This design comes from an exercise in tuning for small area, a short achievable clock period and few clock cycles per item on the open sky130 flow, not from production work.

==> inputs of harbor <==
==> flow/design.v <==
module erf_crc0 (
    input  wire        clk,
    input  wire        rst,
    input  wire        in_valid,
    output reg         in_ready,
    input  wire [1:0]  in_op,
    input  wire [15:0] in_data,
    output reg         out_valid,
    input  wire        out_ready,
    output reg  [15:0] out_crc
);
    localparam [1:0] OP_BUILD  = 2'd0;
    localparam [1:0] OP_SEED   = 2'd1;
    localparam [1:0] OP_BYTE   = 2'd2;
    localparam [1:0] OP_FINISH = 2'd3;
    function [7:1] quot_inv;
        input [15:9] p;
        reg   [7:0]  h;
        integer      d, k;
        begin
            h = 8'h01;
            for (d = 1; d < 8; d = d + 1) begin
                h[d] = 1'b0;
                for (k = 1; k <= d; k = k + 1)
                    h[d] = h[d] ^ (p[16-k] & h[d-k]);
            end
            quot_inv = h[7:1];
        end
    endfunction
    function [15:0] crc_byte;
        input [15:0] poly;
        input [7:1]  hq;
        input [15:0] crc;
        input [7:0]  b;
        reg   [7:0]  x;
        reg   [7:0]  h;
        reg   [7:0]  q;      
        reg   [15:0] r;
        integer      i, m;
        begin
            x = crc[15:8] ^ b;
            h = {hq, 1'b1};
            for (i = 0; i < 8; i = i + 1) begin
                q[7-i] = 1'b0;
                for (m = 0; m <= i; m = m + 1)
                    q[7-i] = q[7-i] ^ (h[i-m] & x[7-m]);
            end
            r = {crc[7:0], 8'h00};
            for (i = 0; i < 8; i = i + 1)
                r = r ^ ({16{q[7-i]}} & (poly << (7 - i)));
            crc_byte = r;
        end
    endfunction
    reg [15:0] poly;
    reg [7:1]  hq;
    reg [15:0] seed;
    reg [15:0] crc_run;
    reg        s_valid;
    reg [1:0]  s_op;
    reg [7:0]  s_byte;
    reg        pending;
    wire accept   = in_valid && in_ready;
    wire out_free = !out_valid || out_ready;
    wire fin      = s_valid && s_op == OP_FINISH;
    wire to_out   = pending ? out_ready : (fin && out_free);
    wire restart  = to_out || (s_valid && !s_op[1]);    
    wire [15:0] crc_next = crc_byte(poly, hq, crc_run, s_byte);
    reg pending_d, out_valid_d;
    always @(*) begin
        pending_d = pending ? !out_ready : (fin && !out_free);
        out_valid_d = to_out || (out_valid && !out_ready);
    end
    always @(posedge clk) begin
        if (accept && in_op == OP_BUILD)
            poly <= in_data;
        hq     <= quot_inv(poly[15:9]);
        s_op   <= in_op;
        s_byte <= in_data[7:0];
        if (to_out)
            out_crc <= crc_run;
    end
    always @(posedge clk) begin
        if (rst) begin
            seed      <= 16'h0000;
            crc_run   <= 16'h0000;
            s_valid   <= 1'b0;
            pending   <= 1'b0;
            out_valid <= 1'b0;
            in_ready  <= 1'b1;
        end else begin
            if (accept && in_op == OP_SEED)
                seed <= in_data;
            s_valid   <= accept;
            pending   <= pending_d;
            out_valid <= out_valid_d;
            in_ready  <= !pending_d &&
                         !(accept && in_op == OP_FINISH && out_valid_d);
            if (restart)
                crc_run <= seed;
            else if (s_valid && s_op == OP_BYTE)
                crc_run <= crc_next;
        end
    end
endmodule
==> flow/run.sh <==
#!/bin/bash
# synth_recipe.tcl (not shown) runs the flow's synth.tcl, then flattens the netlist and writes it again
# the make line also repeats each setting of config.mk as NAME=value (left out here)
make -C /OpenROAD-flow-scripts/flow DESIGN_CONFIG=/design/flow/config.mk WORK_HOME=/design/flow/orfs CLKGATE_MAP_FILE= SYNTH_SCRIPT=/design/flow/synth_recipe.tcl finish
==> flow/config.mk <==
export PLATFORM = sky130hd
export DESIGN_NAME = erf_crc0
export DESIGN_NICKNAME = erf_crc0
export VERILOG_FILES = /design/flow/design.v
export SDC_FILE = /design/flow/constraint.sdc
export NUM_CORES = 4
export LEC_CHECK = 0
export CAP_MARGIN = 20
export CORE_MARGIN = 2
export CORE_UTILIZATION = 40
export PLACE_DENSITY = 0.6
export SETUP_SLACK_MARGIN = 0
export SLEW_MARGIN = 20
export SYNTH_MEMORY_MAX_BITS = 8192
==> flow/constraint.sdc <==
create_clock -name core_clock -period 8.0 [get_ports {clk}]
set_input_delay 1.6000 -clock core_clock [delete_from_list [all_inputs] [get_ports {clk}]]
set_output_delay 1.6000 -clock core_clock [all_outputs]
set_load 0.01 [all_outputs]
==> onyx (differences from harbor) <==
==> flow/design.v, changed modules only <==
module erf_crc0 (
    input  wire        clk,
    input  wire        rst,
    input  wire        in_valid,
    output reg         in_ready,
    input  wire [1:0]  in_op,
    input  wire [15:0] in_data,
    output reg         out_valid,
    input  wire        out_ready,
    output reg  [15:0] out_crc
);
    localparam [1:0] OP_BUILD  = 2'd0;
    localparam [1:0] OP_SEED   = 2'd1;
    localparam [1:0] OP_BYTE   = 2'd2;
    localparam [1:0] OP_FINISH = 2'd3;
    function [7:1] quot_inv;
        input [15:9] p;
        reg   [7:0]  h;
        integer      d, k;
        begin
            h = 8'h01;
            for (d = 1; d < 8; d = d + 1) begin
                h[d] = 1'b0;
                for (k = 1; k <= d; k = k + 1)
                    h[d] = h[d] ^ (p[16-k] & h[d-k]);
            end
            quot_inv = h[7:1];
        end
    endfunction
    function [15:0] table_of;
        input [15:0] poly;
        input [7:1]  hq;
        input [7:0]  x;
        reg   [7:0]  h;
        reg   [7:0]  q;      
        reg   [15:0] r;
        integer      i, m;
        begin
            h = {hq, 1'b1};
            for (i = 0; i < 8; i = i + 1) begin
                q[7-i] = 1'b0;
                for (m = 0; m <= i; m = m + 1)
                    q[7-i] = q[7-i] ^ (h[i-m] & x[7-m]);
            end
            r = 16'h0000;
            for (i = 0; i < 8; i = i + 1)
                r = r ^ ({16{q[7-i]}} & (poly << (7 - i)));
            table_of = r;
        end
    endfunction
    reg [15:0] poly;
    reg [7:1]  hq;
    reg [15:0] seed;
    reg [15:0] crc_run;
    reg        s_valid;
    reg [1:0]  s_op;
    reg [7:0]  s_x;
    reg        pending;
    wire accept   = in_valid && in_ready;
    wire out_free = !out_valid || out_ready;
    wire fin      = s_valid && s_op == OP_FINISH;
    wire to_out   = pending ? out_ready : (fin && out_free);
    wire restart  = to_out || (s_valid && !s_op[1]);    
    wire step     = s_valid && s_op == OP_BYTE;
    wire [15:0] tx = table_of(poly, hq, s_x);
    reg pending_d, out_valid_d;
    reg [7:0] x_d;
    always @(*) begin
        pending_d = pending ? !out_ready : (fin && !out_free);
        out_valid_d = to_out || (out_valid && !out_ready);
        if (restart)
            x_d = seed[15:8] ^ in_data[7:0];
        else if (step)
            x_d = (crc_run[7:0] ^ in_data[7:0]) ^ tx[15:8];
        else
            x_d = crc_run[15:8] ^ in_data[7:0];
    end
    always @(posedge clk) begin
        if (accept && in_op == OP_BUILD)
            poly <= in_data;
        hq   <= quot_inv(poly[15:9]);
        s_op <= in_op;
        s_x  <= x_d;
        if (to_out)
            out_crc <= crc_run;
    end
    always @(posedge clk) begin
        if (rst) begin
            seed      <= 16'h0000;
            crc_run   <= 16'h0000;
            s_valid   <= 1'b0;
            pending   <= 1'b0;
            out_valid <= 1'b0;
            in_ready  <= 1'b1;
        end else begin
            if (accept && in_op == OP_SEED)
                seed <= in_data;
            s_valid   <= accept;
            pending   <= pending_d;
            out_valid <= out_valid_d;
            in_ready  <= !pending_d &&
                         !(accept && in_op == OP_FINISH && out_valid_d);
            if (restart)
                crc_run <= seed;
            else if (step)
                crc_run <= {crc_run[7:0] ^ tx[15:8], tx[7:0]};
        end
    end
endmodule
==> flow/flow/run.sh (new file) <==
#!/bin/bash
# The standard layout (the standard.sh, unchanged synthesis) with three
# changes to how ORFS builds it:
#   - port buffers use buf_1 instead of the default clkdlybuf4s50_1
#   - clock tree synthesis without dummy loads
set -euo pipefail
export SETUP_SLACK_MARGIN=${MARGIN:-6}
export BUFFER_PORTS_ARGS="-buffer_cell sky130_fd_sc_hd__buf_1"
export CTS_ARGS="-sink_clustering_enable -repair_clock_nets -dont_use_dummy_load"
bash standard.sh > standard.log 2>&1
==> flow/standard.sh (new file) <==
#!/bin/bash
# synth_recipe.tcl (not shown) runs the flow's synth.tcl, then flattens the netlist and writes it again
# the make line also repeats each setting of config.mk as NAME=value (left out here)
make -C /OpenROAD-flow-scripts/flow DESIGN_CONFIG=/design/flow/config.mk WORK_HOME=/design/flow/orfs CLKGATE_MAP_FILE= SYNTH_SCRIPT=/design/flow/synth_recipe.tcl "${@:-finish}"
--- a/flow/config.mk
+++ b/flow/config.mk
@@ -9,6 +9,5 @@
 export CORE_MARGIN = 2
 export CORE_UTILIZATION = 40
 export PLACE_DENSITY = 0.6
-export SETUP_SLACK_MARGIN = 0
 export SLEW_MARGIN = 20
 export SYNTH_MEMORY_MAX_BITS = 8192
removed: flow/run.sh
==> comparison table <==
	onyx	harbor
Outcome	finished clean	finished clean
Worst slew margin relative to its limit	59.8%	30.7%
Clock latency of the later-clocked register in the worst-skew pair	0.33 ns	0.34 ns
Critical Path Max Stage Delay	0.40 ns	1.04 ns
Flip-flop and latch area	2070 sq um	2020 sq um
Number of non-clock inverters in the layout	4	9
Length in cells of the worst reg-to-reg path	11	9
Grt met2 use	35.0%	34.0%
Worst slack on hold paths	0.445 ns	0.462 ns
Portion of the clock cycle consumed by the worst path in the final layout	34.5%	45.8%
Die extent in x	113 um	117 um
Count of placed standard cells in the final layout, fillers left out	752	770
Adder-cell share of the synthesized area	0.793%	0.739%
Function was not checked in any run of this note: the RTL went through the layout flow alone.

## separate check: timing with driven ports
How much do the figures lean on ideal ports? The routed layouts below were timed once more, with nothing changed but the port constraints. Step 1 assumes that a clkbuf_16 drives the clock port and a buf_2 every other input. Step 2 adds t to the input delays and takes it off the output delays; t is the mean of the earliest and latest rising clock arrival at the registers after step 1. Input paths then give back, and output paths get back, about the clock's delay inside the block. Slacks: ideal ports / drivers / drivers and shift; pairs: ideal ports / drivers.
run | t, ns | setup slack, ns | hold slack, ns | latest minus earliest clock arrival (ns)
harbor | 0.375 | 4.335 / 4.349 / 3.974 | 0.462 / 0.462 / 0.462 | 0.007 / 0.008
onyx | 0.364 | 5.241 / 5.232 / 4.868 | 0.445 / 0.445 / 0.445 | 0.011 / 0.012
After both steps every run listed still meets setup and hold. The setup slack of onyx, which loses most, moves by -0.009 ns with the drivers and by -0.373 ns with both steps.
